What follows belongs to an exercise in optimizing a design on an open flow for small area; a production flow would make more cautious choices.
Function was checked by simulation only, so behaviour that the tests miss may differ from the original.
Power and IR drop assume default switching activity.

$ cat flow/run.sh
#!/bin/bash
# synth_recipe.tcl (not shown) runs the flow's synth.tcl, then flattens the netlist and writes it again
# the make line also repeats each setting of config.mk as NAME=value (left out here)
make -C /OpenROAD-flow-scripts/flow DESIGN_CONFIG=/design/flow/config.mk WORK_HOME=/design/flow/orfs CLKGATE_MAP_FILE= SYNTH_SCRIPT=/design/flow/synth_recipe.tcl finish
$ cat flow/config.mk
export PLATFORM = sky130hd
export DESIGN_NAME = servo_link
export DESIGN_NICKNAME = servo_link
export VERILOG_FILES = /design/flow/design.v
export SDC_FILE = /design/flow/constraint.sdc
export NUM_CORES = 4
export LEC_CHECK = 0
export CAP_MARGIN = 20
export CORE_MARGIN = 2
export CORE_UTILIZATION = 40
export SLEW_MARGIN = 20
$ cat flow/constraint.sdc
create_clock -name core_clock -period 20.0 [get_ports {clk}]
set_input_delay 4.0000 -clock core_clock [delete_from_list [all_inputs] [get_ports {clk}]]
set_output_delay 4.0000 -clock core_clock [all_outputs]
set_load 0.01 [all_outputs]
$ cat flow/design.v
module servo_link (
    input  wire        clk,
    input  wire        rst,         
    input  wire        tick,
    input  wire [15:0] raw_in,
    input  wire        raw_valid,
    input  wire        data_in,
    output wire        sample_req,
    output wire        clk_out,
    output wire        data_out,
    output wire        data_oe,
    output wire        fault,
    output wire        dbg_txf,
    output wire        dbg_ackf,
    output wire [8:0]  dbg_frame,
    output wire [19:0] dbg_tick,
    output wire [15:0] dbg_raw,
    output wire [7:0]  dbg_angle,
    output wire [7:0]  dbg_dout
);
    localparam TICK_W = 20;
    reg              txf_q;
    reg              ackf_q;
    reg [8:0]        frame_q;
    reg [TICK_W-1:0] tick_q;
    reg              clk_q;
    reg [7:0]        dout_q;
    reg              dir_q;
    reg [15:0]       raw_q;
    reg [7:0]        angle_q;
    reg              fault_q;
    reg              req_q;
    wire g50 = (tick_q % 50) == 0;
    wire g2  = ~tick_q[0];
    wire zn = g2 ? (frame_q[8:1] == 8'd0) : (frame_q == 9'd0);
    wire signed [15:0] raw_s     = raw_in;
    wire signed [24:0] scaled    = raw_s * 25'sd75;
    wire signed [24:0] n         = 25'sd2457600 - scaled;
    wire        [7:0]  angle_new = n[22:15];
    always @(posedge clk) begin
        if (rst) begin
            txf_q   <= 1'b0;
            ackf_q  <= 1'b0;
            frame_q <= 9'd0;
            tick_q  <= {TICK_W{1'b0}};
            clk_q   <= 1'b0;
            dout_q  <= 8'd0;
            dir_q   <= 1'b0;
            raw_q   <= 16'd0;
            angle_q <= 8'd0;
            fault_q <= 1'b0;
            req_q   <= 1'b0;
        end else if (!fault_q) begin
            if (req_q) begin
                if (raw_valid) begin
                    raw_q   <= raw_in;
                    angle_q <= angle_new;
                    frame_q <= {~angle_new, 1'b1};
                    txf_q   <= 1'b1;
                    req_q   <= 1'b0;
                    clk_q   <= tick_q[0];
                    tick_q  <= tick_q + 1'b1;
                end
            end else if (tick) begin
                case ({ackf_q, txf_q})
                    2'b00: begin  
                        dir_q <= 1'b1;
                        if (g50) begin
                            req_q <= 1'b1;
                        end else begin
                            clk_q  <= tick_q[0];
                            tick_q <= tick_q + 1'b1;
                        end
                    end
                    2'b01: begin  
                        if (g2) begin
                            dout_q  <= ~frame_q[7:0];
                            frame_q <= frame_q >> 1;
                        end
                        if (zn) begin
                            txf_q  <= 1'b0;
                            ackf_q <= 1'b1;
                        end
                        clk_q  <= tick_q[0];
                        tick_q <= tick_q + 1'b1;
                    end
                    2'b10: begin  
                        dir_q <= 1'b0;
                        if (data_in)
                            ackf_q <= 1'b0;
                        clk_q  <= tick_q[0];
                        tick_q <= tick_q + 1'b1;
                    end
                    default: begin  
                        fault_q <= 1'b1;
                    end
                endcase
            end
        end
    end
    assign sample_req = req_q;
    assign clk_out    = clk_q;
    assign data_out   = dout_q[0];
    assign data_oe    = dir_q;
    assign fault      = fault_q;
    assign dbg_txf    = txf_q;
    assign dbg_ackf   = ackf_q;
    assign dbg_frame  = frame_q;
    assign dbg_tick   = tick_q;
    assign dbg_raw    = raw_q;
    assign dbg_angle  = angle_q;
    assign dbg_dout   = dout_q;
endmodule
==> impl_metrics.csv <==
group,metric,value,unit
logic_synthesis,synthArstFlopShare,0,%
logic_synthesis,synth_edf_count,0,
layout,layout-drive-gt1-share,9.20,%
worst_hold_path,min_from,"raw_q[11]",
sta,finalSetupTns,0,ns
sta,rsz0062_at_grt,"no",
placed_design,hpwl,17700,µm
sta,tightest_slew,1.12,ns
power,p_total,0.562,mW
cts,clock_sinks,67,
worst_setup_path,r2r_start,"tick_q[18]",
layout,fin_area,10000,µm²
sta,drv_slew,0,
placed_design,dpl_cell_area,9730,µm²
cts,clock_latency,0.35,ns
cts,ctsRootBufferMaster,"clkbuf_16",
logic_synthesis,syn_area_per_cell,7.93,µm²
power,ir_drop,0.0537,mV
sta,fmax,0.0868,GHz
worst_setup_path,cp-start-kind,"flip-flop",
logic_synthesis,yosysSeqAreaShare,15.3,%
drt,final_antenna_net_count,0,
sta,final_hold_viol_count,0,
layout,num_antenna_cells,0,
logic_synthesis,synth.most_common_cell,"nor2_1",
layout,fin_util,46.3,%
cts,cts_max_level,3,
die,num_rows,54,
logic_synthesis,synth_top_cell_by_area,"dfxtp_1",
drt,vias_per_cell,5.86,
logic_synthesis,synth_cell_types,118,
sta,post-route-period-util,57.6,%
worst_setup_path,crit_slowest_cell,"dfxtp_1",
worst_setup_path,endpoint_kind,"flip-flop",
cts,cts_made_buffers,9,
logic_synthesis,synth-main-ff-cell,"dfxtp_1",
worst_setup_path,ff2ff_path_depth,36,
die,die_x,152,µm
drt,dr.first_iter.drc_count,602,
die,dieHeight,152,µm
worst_hold_path,worstHoldPathType,"reg2reg",
logic_synthesis,yosys_warnings,1,
power,powerDensity,56.0,nW/µm²
die,io_pins,89,
global_routing,first_global_vias,7838,
logic_synthesis,syn_nets,1249,
global_routing,antenna_found_initial,0,
cts,clk_path_buf_depth,2,
cts,cts-resized-gates,0,
layout,area.growth.synth_to_final,14.4,%
sta,relSlewSlack,25.1,%
placed_design,place_congestion,0.928,
drt,wl_per_cell,16.0,µm
logic_synthesis,synth_area,8780,µm²
worst_setup_path,cp_top_family,"compound AO/OA/AOI/OAI gates",
placed_design,port_buffers,88,
worst_setup_path,cp.required,20.21,ns
worst_setup_path,worstSetupPathType,"reg2reg",
worst_setup_path,slowest_delay,0.86,ns
outcome,status,"complete, no violations",
worst_hold_path,hold_depth,2,
layout,nets,1290,
sta,finalSetupViolCount,0,
drt,vias,8389,
cts,tritoncts,"done",
die,fp.dieArea,23100,µm²
worst_setup_path,crit_arrival,11.73,ns
cts,clk_pin_slew,0.06,ns
job,maxCapViolations,0,
global_routing,grt_max_degree,68,
worst_setup_path,worst-path-max-fanout,27,
sta,fin_skew,0.00521,ns
logic_synthesis,synthCells,1106,
sta,finalCriticalPeriod,11.52,ns
worst_setup_path,crit_path_start,"tick_q[18]",
logic_synthesis,synth_common_cells,"100 x nor2_1, 96 x ha_1, 92 x nand2_1",
logic_synthesis,ys_ff_latch,67,
cts,holdBufCountCts,0,
die,coreArea,21700,µm²
global_routing,grt_use_total,19.5,%
drt,dr.pass1.iters,5,
drt,wirelength,23000,µm
worst_setup_path,crit_buf_inv,0,
worst_setup_path,crit_cells,36,
cts,post_cts_buffers,0,
global_routing,grt_pass1_wl,38900,µm
sta,hold_slack,0.453,ns
global_routing,grt.overflow.total,0,
power,leakage,3.81,nW
logic_synthesis,yosysTopAreaCellShare,15.3,%
die,initial_utilization,40.5,%
drt,drc_errors,0,
logic_synthesis,synth.area.top_cells,"dfxtp_1 15%, ha_1 14%, fa_1 5.9%",
path summary, 6_finish.rpt:
kind                    end  slack, ns
hold / removal    raw_q[11]       0.45
hold reg to reg   raw_q[11]       0.45
setup reg to reg      clk_q       8.48
setup / recovery      clk_q       8.48
placed cells by master, fill, tap and decap left out, drive strengths merged, types with 34 or more instances in the layout:
| cell type | count |
|---|---|
| nor2 | 101 |
| ha | 96 |
| nand2 | 93 |
| clkdlybuf4s50 | 87 |
| a21oi | 83 |
| inv | 79 |
| dfxtp | 67 |
| nor3 | 48 |
| o21ai | 40 |
| nand3 | 35 |
| a211oi | 34 |
registers in the layout, summed over array words and instances (netlist names):
register  flops
tick_q       20
dout_q        8
angle_q       8
clk_q         1
dir_q         1
req_q         1
ackf_q        1
frame_q       9
txf_q         1
raw_q        16
fault_q       1
per-layer routing:
metal / track usage [%] / vias to the layer above / part of all wire (%)
met5: 0 / - / 0
met4: 4.90 / 0 / 1.4
met3: 2.82 / 29 / 3.4
met2: 33.7 / 191 / 48
met1: 25.7 / 3965 / 47
li1: - / 4204 / -
worst reg2reg max path, delay by kind of cell (launching register included):
kind                       cells  cell delay, ns
xor gates and xnor gates       2            0.38
muxes                          2            0.67
adders and majority gates      1            0.21
DFF                            1            0.86
AOI/OAI and AO/OA             20            6.77
and+or+nand+nor               11            2.48
final cells by class:
| class | count | area, µm² |
|---|---|---|
| clock buffers | 9 | 225 |
| well taps | 280 | 350 |
| inverters | 81 | 304 |
| repair buffers | 90 | 891 |
| flip-flops and latches | 67 | 1340 |
| clock inverters | 7 | 83.8 |
| multi-input cells | 898 | 6850 |
| fillers | 2103 | 11600 |
where the power goes:
part / internal, mW / total (mW) / switching (mW) / leakage, nW
Clock: 0.0984 / 0.165 / 0.0662 / 0.148
Combinational: 0.106 / 0.245 / 0.138 / 3.12
Sequential: 0.143 / 0.153 / 0.00996 / 0.543
per-stage QoR:
stage / instances / worst slack [ns]
floorplan: 1106 / 10.76
global placement: 1416 / 9.04
detailed placement: 1416 / 8.73
CTS: 1432 / 8.69
global route: 1432 / 7.35
finish: 1432 / 8.48
logic make-up after synthesis:
group                      synth area share (%)
adders and majority gates                  19.9
buffers and inverters                      6.70
muxes                                      1.98
xor gates and xnor gates                   3.07
and+or+nand+nor                            21.2
AOI/OAI and AO/OA                          31.9
DFF                                        15.3

-- static timing again, ports no longer ideal --
How much do the figures lean on ideal ports? The routed layout below was timed once more, with nothing changed but the port constraints.
Step 1, drivers: a clkbuf_16 drives clk and a buf_2 each remaining input, both assumed.
Step 2 times the ports against the registers' clock, not the clock port: input delays grow and output delays shrink by t, the midpoint of the rising clock arrivals with the driver on.
a / b / c = ideal / step 1 / step 2; a / b = the first two.
t, ns: 0.378
setup slack, ns: 8.481 / 8.481 / 8.481
worst hold slack (ns): 0.453 / 0.453 / 0.453
After both steps setup and hold are still met in this run. For this run, drivers alone change the setup slack by 0.000 ns; drivers and shift together by 0.000 ns.
